Source: an optimization exercise on an open RTL-to-GDS flow (aim: small area). Production flows keep margins and buffers that such runs may drop. In this exercise RTL edits were held to simulation tests only and were not proved equivalent to the original. Power figures rest on the tool's default switching activity, not on a simulated workload.

===== flow/design.v =====
module oac_core (
    input  wire        clk,
    input  wire        rst,           
    output wire        mem_req,
    output wire        mem_we,
    output wire [6:0]  mem_addr,
    output wire [31:0] mem_wdata,
    input  wire        mem_ack,
    input  wire [31:0] mem_rdata,
    output wire        halted,
    output wire        faulted,
    output wire [1:0]  fault_kind,
    output wire [31:0] fault_value,
    output wire [31:0] pc_out,
    output wire [31:0] x0_out,
    output wire [31:0] x1_out,
    output wire [31:0] x2_out,
    output wire [31:0] x3_out,
    output wire [1:0]  flags_out,
    output wire [31:0] stk_top_out
);
    localparam [3:0] S_FETCH  = 4'd0,    
                     S_OP1    = 4'd1,    
                     S_OP2    = 4'd2,    
                     S_RETRD  = 4'd3,    
                     S_PASS   = 4'd4,    
                     S_WRITE  = 4'd5,    
                     S_CWRITE = 4'd6,    
                     S_FPM    = 4'd7,    
                     S_FPS    = 4'd8,    
                     S_FPC    = 4'd9,    
                     S_END    = 4'd10;
    localparam [4:0] E_OOB = 5'b00000, E_BADREG = 5'b00001, E_OVF = 5'b00010,
                     E_UNF = 5'b00011, E_FETCH = 5'b00100, E_CALLF = 5'b10100,
                     E_HALT = 5'b01000;
    reg [3:0]  st;
    reg [31:0] x0, x1, x2, x3, fv;
    reg [6:0]  pc;
    reg        pc7;             
    reg [6:0]  A;               
    reg [4:0]  sp;              
    reg [4:0]  ir;
    reg [1:0]  ra;              
    reg        fz, fn;
    reg        cy;
    reg        pend;            
    reg [4:0]  k;               
    wire [31:0] rd  = mem_rdata;
    wire        ack = mem_ack;
    wire z25    = ~|rd[31:7];
    wire rd_reg = z25 & ~|rd[6:2];
    wire rd_op  = z25 & ~|rd[6:5] & (rd[4:0] <= 5'd20);
    wire [7:0] inc8 = {1'b0, A} + 8'd1;
    wire [4:0] k_n = {k[3:0], k[4] ^ k[2] ^ ~|k[3:0]};
    wire k31    = (k == 5'd16);
    wire k0     = (k == 5'd0);
    wire is_rr   = (ir == 5'd9) | (ir == 5'd12) | (ir == 5'd13) | (ir == 5'd18);
    wire is_rm   = (ir == 5'd16) | (ir == 5'd17);
    wire is_data = (ir == 5'd0) | (ir == 5'd1) | (ir == 5'd5) | (ir == 5'd6) | (ir == 5'd15);
    wire is_ldi  = (ir == 5'd7);
    wire is_call = (ir == 5'd10);
    wire taken   = (ir == 5'd2) | (((ir == 5'd3) | (ir == 5'd19)) & fz) |
                   (((ir == 5'd14) | (ir == 5'd20)) & ~fz) | ((ir == 5'd4) & fn);
    wire p_mem   = (ir == 5'd0) | (ir == 5'd1) | (ir == 5'd5) | (ir == 5'd7) |
                   (ir == 5'd15) | is_rm;
    wire p_usea  = ~((ir == 5'd5) | (ir == 5'd7) | (ir == 5'd15));
    wire p_bx    = (ir == 5'd12) | (ir == 5'd13) | (ir == 5'd18);
    wire p_sub   = (ir == 5'd1) | (ir == 5'd13) | (ir == 5'd17) | (ir == 5'd18);
    wire p_cin   = (ir == 5'd8) | (ir == 5'd15);
    wire p_flags = (ir == 5'd0) | (ir == 5'd1) | (ir == 5'd8) | p_bx;
    wire p_fv    = (ir == 5'd6) | (ir == 5'd15);
    wire p_x     = ~(p_fv | (ir == 5'd18));
    wire [1:0] aidx = (is_rr | is_rm) ? ra : 2'd0;
    wire [1:0] didx = is_rm ? ra : (is_rr ? A[1:0] : 2'd0);
    wire in_pass = (st == S_PASS);
    wire in_fpm  = (st == S_FPM) | (st == S_FPS);
    wire in_fp   = in_fpm | (st == S_FPC);
    wire memsrc  = (in_pass & p_mem) | in_fpm;
    wire step    = (in_pass | in_fp) & (~memsrc | ack);
    wire last    = step & k31;
    wire [31:0] rdp = {rd[14], rd[15], rd[25], rd[16], rd[22], rd[26], rd[10], rd[17], rd[23], rd[8], rd[27], rd[29], rd[11], rd[5], rd[18], rd[31], rd[13], rd[24], rd[21], rd[9], rd[7], rd[28], rd[4], rd[30], rd[12], rd[20], rd[6], rd[3], rd[19], rd[2], rd[1], rd[0]};
    wire mbit = rdp[k];
    reg  xa, xb;
    always @(*) begin
        case (aidx)
            2'd0: xa = x0[0];
            2'd1: xa = x1[0];
            2'd2: xa = x2[0];
            default: xa = x3[0];
        endcase
        case (A[1:0])
            2'd0: xb = x0[0];
            2'd1: xb = x1[0];
            2'd2: xb = x2[0];
            default: xb = x3[0];
        endcase
    end
    wire cbit = (k == 5'd11 & ir[1:0] == 2'd0) | (((k == 5'd18) | (k == 5'd5)) & ir[1]) |
                (k == 5'd9 & ir[1:0] == 2'd3);
    wire abit = in_pass & p_usea & xa & ~pend;
    wire braw = memsrc ? mbit : (in_pass ? (p_bx & xb & ~pend) : cbit);
    wire bbit = braw ^ (in_pass & p_sub);
    wire c0   = k0 ? (in_pass & (p_sub | p_cin)) : cy;
    wire sum  = abit ^ bbit ^ c0;
    wire cout = (abit & bbit) | (abit & c0) | (bbit & c0);
    wire wx   = in_pass & p_x;
    wire h0   = (wx & didx == 2'd0) ? sum : (x0[0] & ~pend);
    wire h1   = (wx & didx == 2'd1) ? sum : (x1[0] & ~pend);
    wire h2   = (wx & didx == 2'd2) ? sum : (x2[0] & ~pend);
    wire h3   = (wx & didx == 2'd3) ? sum : (x3[0] & ~pend);
    wire hf   = (in_fp | (in_pass & p_fv)) ? sum : fv[0];
    wire single = (st == S_FETCH) | (st == S_OP1) | (st == S_OP2) | (st == S_RETRD) |
                  (st == S_WRITE) | (st == S_CWRITE);
    wire usesp  = (st == S_RETRD) | (st == S_FPS) | (st == S_CWRITE);
    wire g      = ((st == S_END) & ir[2]) | (st == S_WRITE);
    assign mem_req   = (single & ~ack) | (memsrc & ~(ack & k31));
    assign mem_we    = (st == S_WRITE) | (st == S_CWRITE);
    assign mem_addr  = usesp ? {2'b11, sp} : A;
    assign mem_wdata = {fv[31:8] & {24{g}}, (st == S_CWRITE) ? inc8 : fv[7:0]};
    assign halted      = (st == S_END) & ir[3];
    assign faulted     = (st == S_END) & ~ir[3];
    assign fault_kind  = ir[1:0];
    assign fault_value = fv;
    assign pc_out      = {fv[31:7] & {25{g}}, pc};
    assign x0_out      = x0;
    assign x1_out      = x1;
    assign x2_out      = x2;
    assign x3_out      = x3;
    assign flags_out   = {fn, fz};
    assign stk_top_out = {25'd0, 2'b11, sp};
    wire e_f  = (st == S_FETCH)  & ack;
    wire e_1  = (st == S_OP1)    & ack;
    wire e_2  = (st == S_OP2)    & ack;
    wire e_r  = (st == S_RETRD)  & ack;
    wire e_w  = (st == S_WRITE)  & ack;
    wire e_cw = (st == S_CWRITE) & ack;
    wire e_p  = in_pass & last;
    wire e_fp = in_fp & last;
    wire f_inc  = (rd[4:0] == 5'd8);
    wire f_ret  = (rd[4:0] == 5'd11);
    wire sp_top = (sp == 5'd16);
    wire sp_bot = (sp == 5'd0);
    wire is_3w  = is_rr | is_rm;
    wire is_jmp = ~(is_3w | is_data | is_ldi | is_call);
    wire f_ok   = ~pc7 & rd_op;
    wire f_fpc  = ~f_ok | (f_ret ? sp_top : (~f_inc & inc8[7]));
    wire [4:0] f_code = pc7 ? E_FETCH : (~rd_op ? E_HALT : (f_ret ? E_UNF : E_OOB));
    wire o1_fpm = (is_3w & ~rd_reg) | (is_data & ~z25) | ((is_call & ~sp_bot | is_jmp & taken) & ~z25);
    wire o1_fpc = (is_3w & rd_reg & inc8[7]) | (is_call & sp_bot);
    wire [4:0] o1_code = is_3w ? (rd_reg ? E_OOB : E_BADREG) :
                         is_data ? E_OOB :
                         is_call ? (sp_bot ? E_OVF : E_CALLF) : E_FETCH;
    wire o1_pass = (is_data & z25) | is_ldi;
    wire o1_jnt  = is_jmp & ~taken;
    wire o1_tgt  = (is_call & ~sp_bot) | (is_jmp & taken);
    wire o2_ok   = is_rr ? rd_reg : z25;
    wire to_fault = (e_f & f_fpc) | (e_1 & (o1_fpm | o1_fpc)) | (e_2 & ~o2_ok) | (e_r & ~z25);
    wire [4:0] code = e_f ? f_code : (e_1 ? o1_code : ((e_2 & is_rr) ? E_BADREG :
                      (e_2 ? E_OOB : E_FETCH)));
    wire pc_rd  = (e_1 & o1_tgt) | e_r;
    wire pc_inc = (e_f & f_ok & f_inc) | (e_1 & (o1_pass | o1_jnt)) | (e_2 & o2_ok);
    wire a_inc  = e_f | (e_1 & ((is_3w & rd_reg) | o1_jnt));
    wire a_rd   = (e_1 & (is_data | is_jmp & taken) & z25) | (e_2 & o2_ok) | (e_r & z25);
    wire a_pc   = (e_p & ~p_fv) | e_w | e_cw;
    wire sp_dec = e_1 & is_call & ~sp_bot;
    wire sp_inc = (e_r & z25) | (e_fp & (st == S_FPS));
    wire [4:0] sp_x = sp ^ {5{sp_dec}};
    wire [4:0] sp_t = {5{sp_dec | sp_inc}} & {&sp_x[3:0], &sp_x[2:0], &sp_x[1:0], sp_x[0], 1'b1};
    reg [3:0] st_n;
    always @(*) begin
        st_n = st;
        if (e_f)
            st_n = f_fpc ? S_FPC : (f_inc ? S_PASS : (f_ret ? S_RETRD : S_OP1));
        if (e_1)
            st_n = o1_fpm ? S_FPM : (o1_fpc ? S_FPC : (is_3w ? S_OP2 :
                   (o1_pass ? S_PASS : (is_call ? S_CWRITE : S_FETCH))));
        if (e_2)
            st_n = o2_ok ? S_PASS : S_FPM;
        if (e_r)
            st_n = z25 ? S_FETCH : S_FPS;
        if (e_p)
            st_n = p_fv ? S_WRITE : S_FETCH;
        if (e_w)
            st_n = S_FETCH;
        if (e_cw)
            st_n = ir[1] ? S_FETCH : S_END;
        if (e_fp)
            st_n = ir[4] ? S_CWRITE : S_END;
    end
    always @(posedge clk) begin
        if (step) begin
            x0 <= {h0, x0[31:1]};
            x1 <= {h1, x1[31:1]};
            x2 <= {h2, x2[31:1]};
            x3 <= {h3, x3[31:1]};
            fv <= {hf, fv[31:1]};
            cy <= cout;
        end
        if (e_1)
            ra <= rd[1:0];
        if (e_f | to_fault)
            ir <= to_fault ? code : rd[4:0];
    end
    always @(posedge clk) begin
        if (rst) begin
            st   <= S_FETCH;
            pc   <= 7'd0;
            pc7  <= 1'b0;
            A    <= 7'd0;
            sp   <= 5'd16;
            fz   <= 1'b0;
            fn   <= 1'b0;
            pend <= 1'b1;
            k    <= 5'd0;
        end else begin
            st <= st_n;
            if (step) begin
                k <= k_n;
                if (in_pass & p_flags) begin
                    fz <= ~sum & (k0 | fz);
                    fn <= sum;
                end
            end
            if (e_p | e_fp)
                pend <= 1'b0;
            if (pc_rd | pc_inc)
                {pc7, pc} <= pc_rd ? {1'b0, rd[6:0]} : inc8;
            if (a_inc | a_rd | a_pc)
                A <= a_inc ? inc8[6:0] : (a_rd ? rd[6:0] : pc);
            sp <= sp ^ sp_t;
        end
    end
endmodule

===== flow/flow/area.abc =====
strash
dch -f
amap -m
topo

===== flow/flow/run.sh =====
#!/bin/bash
set -euo pipefail
here=$(pwd)
{
  echo "proc abc {args} { set i [lsearch \$args -script]; if {\$i >= 0} { lset args [expr {\$i+1}] $here/flow/area.abc }; yosys abc {*}\$args }"
  cat synth_recipe.tcl
} > flow/area_synth.tcl
export BUFFER_PORTS_ARGS="-buffer_cell sky130_fd_sc_hd__buf_1"
export CTS_ARGS="-sink_clustering_enable -repair_clock_nets -buf_list {sky130_fd_sc_hd__clkbuf_8} -sink_clustering_size 12 -dont_use_dummy_load"
bash standard.sh SYNTH_SCRIPT=$here/flow/area_synth.tcl finish > standard.log 2>&1

===== flow/standard.sh =====
#!/bin/bash
# synth_recipe.tcl (not shown) runs the flow's synth.tcl, then flattens the netlist and writes it again
# the make line also repeats each setting of config.mk as NAME=value (left out here)
make -C /OpenROAD-flow-scripts/flow DESIGN_CONFIG=/design/flow/config.mk WORK_HOME=/design/flow/orfs CLKGATE_MAP_FILE= SYNTH_SCRIPT=/design/flow/synth_recipe.tcl "${@:-finish}"

===== flow/config.mk =====
export PLATFORM = sky130hd
export DESIGN_NAME = oac_core
export DESIGN_NICKNAME = oac_core
export VERILOG_FILES = /design/flow/design.v
export SDC_FILE = /design/flow/constraint.sdc
export NUM_CORES = 4
export LEC_CHECK = 0
export ABC_AREA = 1
export CAP_MARGIN = 20
export CORE_MARGIN = 2
export CORE_UTILIZATION = 65
export SLEW_MARGIN = 20

===== flow/constraint.sdc =====
create_clock -name core_clock -period 10.0 [get_ports {clk}]
set_input_delay 2.0000 -clock core_clock [delete_from_list [all_inputs] [get_ports {clk}]]
set_output_delay 2.0000 -clock core_clock [all_outputs]
set_load 0.01 [all_outputs]

==> results of run 1 <==
-- cells in the final DEF, fill, tap and decap left out, drive strengths merged, types with 2 or more instances in the layout --
cell type / count
a2111oi: 2
a211oi: 5
a21oi: 33
a221oi: 10
a222oi: 7
a22o: 2
a22oi: 19
a31oi: 3
buf: 283
clkbuf: 17
clkinv: 82
conb: 27
dfxtp: 32
edfxtp: 168
ha: 4
nand2: 45
nand3: 10
nand4: 4
nor2: 114
nor2b: 25
nor3: 20
nor4: 12
o211ai: 3
o21ai: 23
o221ai: 3
o22ai: 26
o311ai: 2
o31ai: 4
o32ai: 13
or2: 3
or3: 5
-- how the worst max path moves through the flow --
stage / startpoint / to / slack (ns) / cells past startpoint
detailed placement: mem_rdata[8] / A[6]$_SDFFE_PP0P_ / 4.19 / 12
floorplan: mem_ack / fn$_SDFFE_PP0P_ / 2.86 / 6
CTS: mem_rdata[8] / A[6]$_SDFFE_PP0P_ / 4.59 / 12
finish: mem_rdata[8] / A[6]$_SDFFE_PP0P_ / 4.30 / 12
global route: mem_rdata[8] / A[6]$_SDFFE_PP0P_ / 4.15 / 12
global placement: mem_rdata[8] / A[3]$_SDFFE_PP0P_ / 4.44 / 12
-- cells by family after synthesis --
group / share of synthesized area (%)
compound gates: 12.7
buf+inv: 8.37
xor+xnor: 0.101
flops: 65.7
simple gates: 12.2
fa+ha+maj: 0.810
other cells: 0.0868
-- state kept, by name, indices dropped and copies added (netlist names), 5 cells and up --
register and count:
A 7, x1 32, x2 32, sp 5, pc 7, x3 32, ir 5, x0 32
fv 32, k 5
-- power groups by stage --
| stage | logic (mW) | registers [mW] | clock network (mW) |
|---|---|---|---|
| 6_report | 0.513 | 1.17 | 0.391 |
| 5_1_grt | 0.552 | 1.18 | 0.422 |
| 4_1_cts | 0.501 | 1.16 | 0.393 |
| 3_5_place_dp | 0.499 | 1.18 | 0 |
| 3_3_place_gp | 0.488 | 1.17 | 0 |
| 2_1_floorplan | 0.277 | 1.22 | 0 |
-- routing by layer --
metal	up-vias	wire [µm]	global-route usage, %
met5	-	0	0
met4	0	613	11.9
met3	60	2320	7.76
met2	544	12200	56.9
met1	3437	9390	45.4
li1	3208	-	-
-- cell type report --
| class | instances | area share (%) |
|---|---|---|
| inverter | 83 | 3.20 |
| timing repair buffer | 283 | 10.9 |
| clock buffer | 17 | 2.37 |
| tap | 176 | 2.23 |
| multi-input combinational | 433 | 23.7 |
| sequential | 200 | 57.6 |
==> impl_metrics.sql, run 1 <==
INSERT INTO impl_metrics (metric_group, metric, value, unit) VALUES
('setup_path', 'r2r_cells', '13', ''),
('sta', 'fin_skew', '0.0310', 'ns'),
('hold_path', 'hold_class', 'reg -> reg', ''),
('placed_design', 'count_of_placed_standard_cells_including_taps', '1175', ''),
('power_and_ir_drop', 'power.switching_fraction', '34.2', '%'),
('sta', 'postLayoutSetupSlackWorst', '4.30', 'ns'),
('layout', 'n_antenna_cell', '0', ''),
('layout', 'final-instance-count-excl-fill', '1192', ''),
('setup_path', 'critical-path-max-stage-delay', '0.88', 'ns'),
('setup_path', 'worstSetupEndpointType', 'flop', ''),
('yosys', 'dominantRegCellSynth', 'sky130_fd_sc_hd__edfxtp_1', ''),
('grt', 'grt_pass1_vias', '6726', ''),
('drt', 'drt_first_pass_iters', '8', ''),
('power_and_ir_drop', 'internal-power', '1.36', 'mW'),
('placed_design', 'gp_congestion', '0.988', ''),
('clock_tree', 'clock_latency', '0.47', 'ns'),
('power_and_ir_drop', 'power_frac_clock', '18.9', '%'),
('clock_tree', 'clk_pin_slew_worst_paths', '0.09', 'ns'),
('sta', 'worst-slew-pin-transition', '1.10', 'ns'),
('hold_path', 'hold_depth', '0', ''),
('power_and_ir_drop', 'static-leakage-power', '3.17', 'nW'),
('grt', 'grt_first_pass_wirelength', '37100', 'µm'),
('grt', 'overflow', '0', ''),
('drt', 'final_ant_viol_nets', '0', ''),
('sta', 'total_of_endpoints_with_negative_setup_slack_in_the_final_report', '0', ''),
('sta', 'unrepaired_setup_endpoints_after_global_routing', 'no', ''),
('status', 'outcome', 'finished clean', ''),
('power_and_ir_drop', 'seq_power_share', '56.3', '%'),
('floorplanning', 'die_height', '119', 'µm'),
('sta', 'drv_slew', '0', ''),
('hold_path', 'worst_hold_path.endpoint', 'x1[26]$_DFFE_PP_', ''),
('clock_tree', 'cts_tree', 'done', ''),
('layout', 'final.fill_count', '864', ''),
('yosys', 'synth_seq_area_share', '65.7', '%'),
('yosys', 'ys_seq_elements', '200', ''),
('yosys', 'async_flop_share', '0', '%'),
('power_and_ir_drop', 'p_switching', '709', 'µW'),
('floorplanning', 'die_w', '119', 'µm'),
('grt', 'number_of_antenna_violations_at_the_first_check_in_global_routing', '0', ''),
('sta', 'max_freq', '0.175', 'GHz'),
('floorplanning', 'total_number_of_placement_rows', '42', ''),
('setup_path', 'timing.critical_path.fanout_max', '9', ''),
('clock_tree', 'cts_post_setup_buffers_inserted', '0', ''),
('setup_path', 'crit_path_frequent_cell', 'sky130_fd_sc_hd__nor3_1', ''),
('sta', 'worst_slew_margin_rel', '25.6', '%'),
('power_and_ir_drop', 'finalPower', '2.07', 'mW'),
('yosys', 'synth_commonest_cells', '168 x sky130_fd_sc_hd__edfxtp_1, 114 x sky130_fd_sc_hd__nor2_1, 83 x sky130_fd_sc_hd__clkinv_1', ''),
('hold_path', 'hold_path_startpoint', 'x1[27]$_DFFE_PP_', ''),
('yosys', 'post_synth_instance_area', '8650', 'µm²'),
('drt', 'finalWirelength', '24500', 'µm'),
('clock_tree', 'cts_htree_levels', '4', ''),
('layout', 'layout.core_utilization', '75.2', '%'),
('setup_path', 'path_cells', 'buf_1 > nor4_1 > nand4_1 > nor3_1 > nand3_1 > nor3_1 > a21oi_1 > o21ai_0 > clkinv_1 > o32ai_1 > a22oi_1 > nor2_1', ''),
('clock_tree', 'cts_hold_buffers', '0', ''),
('setup_path', 'regToRegSetupSlack', '4.66', 'ns'),
('placed_design', 'dpl_worst_slack', '4.19', 'ns'),
('power_and_ir_drop', 'vdd_ir_drop_max', '134', 'µV'),
('placed_design', 'placed_area', '9640', 'µm²'),
('grt', 'grt_start_max_net_pins', '87', ''),
('layout', 'post-route-cell-area', '9880', 'µm²'),
('clock_tree', 'tritoncts.num_buffers', '17', ''),
('clock_tree', 'resized_after_cts', '0', ''),
('setup_path', 'slowest_stage_cell_cp', 'sky130_fd_sc_hd__o21ai_0', ''),
('setup_path', 'crit_family', 'simple AND/OR/NAND/NOR gates', ''),
('yosys', 'ys_warn_count', '1', ''),
('layout', 'nNetsFinal', '1058', ''),
('floorplanning', 'floorplan.core_area', '13100', 'µm²'),
('clock_tree', 'maximum_clock_path_buffer_count', '2', ''),
('setup_path', 'reg2reg_from', 'ir[1]$_DFFE_PP_', ''),
('placed_design', 'detailed_place_hpwl', '18600', 'µm'),
('yosys', 'netlist_top_cells_area', 'sky130_fd_sc_hd__edfxtp_1 58%, sky130_fd_sc_hd__dfxtp_1 7.4%, sky130_fd_sc_hd__nor2_1 4.9%', '');
==> run 2, diff against run 1 <==
==> flow/flow/area.abc (replaced) <==
strash
&get -n
&deepsyn -T 30
&put
dch -f
amap -m
topo
==> run 2 against run 1 <==
Final area down 1.5%. Fmax decreased by 0.51%. Clock skew rose by 0.0053 ns. Count of clock-buffer cells in the layout unchanged. Combinational power rose to 2.6 times the previous value. Sequential share of layout area rose by 0.85 points. Largest power group unchanged. Highest routed layer unchanged.
==> impl_metrics.sql, run 2 <==
INSERT INTO impl_metrics (metric_group, metric, value, unit) VALUES
('layout', 'most_common_cell_after_layout_fill_and_taps_aside', 'sky130_fd_sc_hd__buf_1', ''),
('layout', 'sequential_cell_area', '5690', 'µm²'),
('clock_tree', 'cts_htree_levels', '4', ''),
('floorplanning', 'pin_count', '306', ''),
('clock_tree', 'cts_root_buffer', 'sky130_fd_sc_hd__clkbuf_8', ''),
('drt', 'drcViolationCount', '0', ''),
('yosys', 'synth_cells', '721', ''),
('sta', 'unrepaired_setup_endpoints_after_global_routing', 'no', ''),
('sta', 'worst_slew_margin_rel', '31.3', '%'),
('placed_design', 'dpl_worst_slack', '4.37', 'ns'),
('layout', 'flow.area_growth_from_synthesis', '14.3', '%'),
('floorplanning', 'floorplan.die_area', '14000', 'µm²'),
('sta', 'worst-slew-pin-transition', '1.03', 'ns'),
('layout', 'nNetsFinal', '1031', ''),
('clock_tree', 'cts_tree', 'done', ''),
('yosys', 'yosysUniqueCellTypes', '45', ''),
('layout', 'multi_input_gate_area', '2190', 'µm²'),
('clock_tree', 'tritoncts.num_buffers', '17', ''),
('clock_tree', 'clock_latency', '0.47', 'ns'),
('power_and_ir_drop', 'p_per_area', '361', 'nW/µm²'),
('power_and_ir_drop', 'vdd_ir_drop_max', '435', 'µV'),
('grt', 'track_usage', '33.8', '%'),
('setup_path', 'critical_path.startpoint', 'mem_ack', ''),
('hold_path', 'hold_depth', '0', ''),
('yosys', 'dominantRegCellSynth', 'sky130_fd_sc_hd__edfxtp_1', ''),
('grt', 'grt_start_max_net_pins', '85', ''),
('layout', 'n_antenna_cell', '0', ''),
('setup_path', 'regToRegSetupSlack', '5.55', 'ns'),
('hold_path', 'hold_path_startpoint', 'x3[28]$_DFFE_PP_', ''),
('sta', 'drv_slew', '0', ''),
('setup_path', 'timing.critical_path.fanout_max', '3', ''),
('clock_tree', 'clk_pin_slew_worst_paths', '0.11', 'ns'),
('floorplanning', 'total_number_of_placement_rows', '41', ''),
('drt', 'detailroute.via_count', '7007', ''),
('sta', 'setup_tns', '0', 'ns'),
('setup_path', 'regToRegEndpoint', 'sp[3]$_SDFF_PP0_', ''),
('yosys', 'synth_commonest_cells', '168 x sky130_fd_sc_hd__edfxtp_1, 97 x sky130_fd_sc_hd__nor2_1, 90 x sky130_fd_sc_hd__clkinv_1', ''),
('floorplanning', 'floorplan.core_area', '12700', 'µm²'),
('power_and_ir_drop', 'finalPower', '3.51', 'mW'),
('hold_path', 'worst_hold_path.endpoint', 'x3[27]$_DFFE_PP_', ''),
('status', 'outcome', 'finished clean', ''),
('sta', 'finalCriticalPeriod', '5.73', 'ns'),
('sta', 'final_min_period_over_clock_period', '57.3', '%'),
('clock_tree', 'maximum_clock_path_buffer_count', '2', ''),
('yosys', 'synthMostInstantiatedCell', 'sky130_fd_sc_hd__edfxtp_1', ''),
('drt', 'route.detailed.vias_per_inst', '6.04', ''),
('clock_tree', 'cts_hold_buffers', '0', ''),
('sta', 'total_of_endpoints_with_negative_setup_slack_in_the_final_report', '0', ''),
('yosys', 'netlist_top_cells_area', 'sky130_fd_sc_hd__edfxtp_1 59%, sky130_fd_sc_hd__dfxtp_1 7.5%, sky130_fd_sc_hd__buf_4 4.8%', ''),
('yosys', 'ys_seq_elements', '200', ''),
('hold_path', 'hold_class', 'reg -> reg', ''),
('sta', 'fin_skew', '0.0363', 'ns'),
('yosys', 'post_synth_instance_area', '8520', 'µm²'),
('floorplanning', 'die_w', '118', 'µm'),
('floorplanning', 'die_height', '118', 'µm'),
('yosys', 'async_flop_share', '0', '%'),
('grt', 'overflow', '0', ''),
('clock_tree', 'cts_post_setup_buffers_inserted', '0', ''),
('yosys', 'syn_avg_cell_area', '11.8', 'µm²'),
('layout', 'layout-drive-gt1-share', '2.33', '%'),
('setup_path', 'r2r_cells', '19', ''),
('layout', 'layout.core_utilization', '76.5', '%'),
('yosys', 'synth_seq_area_share', '66.7', '%'),
('setup_path', 'critical_path_required', '8.00', 'ns'),
('layout', 'top_library_cells_by_usage_in_the_layout_fill_and_taps_aside', '278 x sky130_fd_sc_hd__buf_1, 168 x sky130_fd_sc_hd__edfxtp_1, 96 x sky130_fd_sc_hd__nor2_1, 90 x sky130_fd_sc_hd__clkinv_1, 40 x sky130_fd_sc_hd__nand2_1', ''),
('drt', 'finalWirelength', '24000', 'µm'),
('flow_run', 'drv_cap', '0', ''),
('drt', 'first_iter_violations', '952', ''),
('grt', 'grt_first_pass_wirelength', '36100', 'µm'),
('grt', 'grt_pass1_vias', '6545', ''),
('placed_design', 'detailed_place_hpwl', '18300', 'µm'),
('power_and_ir_drop', 'static-leakage-power', '3.11', 'nW'),
('grt', 'number_of_antenna_violations_at_the_first_check_in_global_routing', '0', ''),
('setup_path', 'critical_path.startpoint_type', 'primary input', ''),
('layout', 'final.fill_count', '869', ''),
('sta', 'final_report_hold_violation_count', '0', ''),
('drt', 'average_wire_per_standard_cell', '20.7', 'µm'),
('drt', 'final_ant_viol_nets', '0', ''),
('setup_path', 'crit_arrival', '3.73', 'ns'),
('setup_path', 'reg2reg_from', 'st[3]$_SDFFE_PP0P_', ''),
('setup_path', 'criticalPathCategory', 'in -> out', ''),
('yosys', 'synth_top_area_share', '59.2', '%'),
('clock_tree', 'resized_after_cts', '0', ''),
('clock_tree', 'numClockSinks', '200', ''),
('drt', 'drt_first_pass_iters', '6', ''),
('yosys', 'synth_enable_flop_cells', '168', ''),
('placed_design', 'gp_congestion', '0.972', ''),
('yosys', 'ys_warn_count', '1', ''),
('placed_design', 'place.port_buffers', '278', ''),
('yosys', 'netlist.top_cell.by_area', 'sky130_fd_sc_hd__edfxtp_1', ''),
('floorplanning', 'effective_utilization_at_floorplan', '67.0', '%'),
('sta', 'postLayoutSetupSlackWorst', '4.27', 'ns'),
('setup_path', 'worstSetupEndpointType', 'output pin', ''),
('sta', 'max_freq', '0.175', 'GHz');
==> run 2: stage by stage <==
| stage | instances | instance area (µm²) | hold WS (ns) |
|---|---|---|---|
| floorplan | 746 | 8620 | 0.473 |
| global placement | 1144 | 9490 | 0.430 |
| detailed placement | 1144 | 9490 | 0.429 |
| CTS | 1161 | 9730 | 0.443 |
| global route | 1161 | 9730 | 0.454 |
| finish | 1161 | 9730 | 0.438 |
==> run 2: kinds of logic after synthesis <==
group           after synthesis  share of synthesized area [%]
simple gates                214                           11.3
buf+inv                     145                           8.81
other cells                   2                         0.0882
flops                       200                           66.7
compound gates              154                           12.1
mux                           1                          0.132
fa+ha+maj                     5                          0.823
==> run 2: final cells by class <==
cell class | count | share of cell area, %
well taps | 172 | 2.21
flip-flops and latches | 200 | 58.4
multi-input cells | 401 | 22.5
clock buffers | 17 | 2.40
inverters | 90 | 3.47
repair buffers | 281 | 11.0
==> run 2: worst max path at each step <==
stage | endpoint | slack, ns | cells past startpoint
2_1_floorplan | mem_req | 0.20 | 7
3_3_place_gp | sp[3]$_SDFF_PP0_ | 4.49 | 16
3_5_place_dp | mem_req | 4.37 | 9
4_1_cts | mem_req | 4.37 | 9
5_1_grt | mem_req | 4.18 | 14
6_report | mem_req | 4.27 | 9
==> run 2: worst max-delay path, stage by stage <==
cell                       delay (ns)
sky130_fd_sc_hd__buf_1           0.19
sky130_fd_sc_hd__nor2_1          0.14
sky130_fd_sc_hd__a21oi_4         0.16
sky130_fd_sc_hd__clkinv_1        0.09
sky130_fd_sc_hd__nor4_1          0.68
sky130_fd_sc_hd__a211oi_1        0.15
sky130_fd_sc_hd__clkinv_1        0.14
sky130_fd_sc_hd__nor2_1          0.04
sky130_fd_sc_hd__buf_1           0.14
==> run 2: where the power goes <==
group	switching (mW)	internal, mW
Combinational	0.974	0.343
Clock	0.236	0.151
Sequential	0.281	1.53
Total	1.49	2.02
==> run 2: routing by layer <==
layer / GRT usage, % / vias to the layer above / share of wire [%]
met1: 39.7 / 3326 / 35
met5: 0 / - / 0
li1: - / 3085 / -
met3: 8.20 / 90 / 9.7
met2: 58.8 / 506 / 51
met4: 15.8 / 0 / 4.2

separate check: timing with driven ports:
How much do the figures lean on ideal ports? The routed layouts below were timed once more, with nothing changed but the port constraints.
Step 1, drivers: a clkbuf_16 drives clk and a buf_2 each remaining input, both assumed.
Step 2, shift: input delay + t, output delay - t, t = (earliest + latest rising clock arrival at the registers) / 2. This alone moves slack from input paths to output paths.
Three values: ideal ports, drivers, drivers and shift; two values: the first two.
run	t, ns	slack for setup (ns)	cell pins on the clock port's net
run 1	0.498	4.299 / 4.315 / 3.817	1
run 2	0.487	4.270 / 4.235 / 4.160	1
After both steps setup and hold are still met in every run listed. For run 1, which loses most, drivers alone change the setup slack by +0.016 ns; drivers and shift together by -0.482 ns.
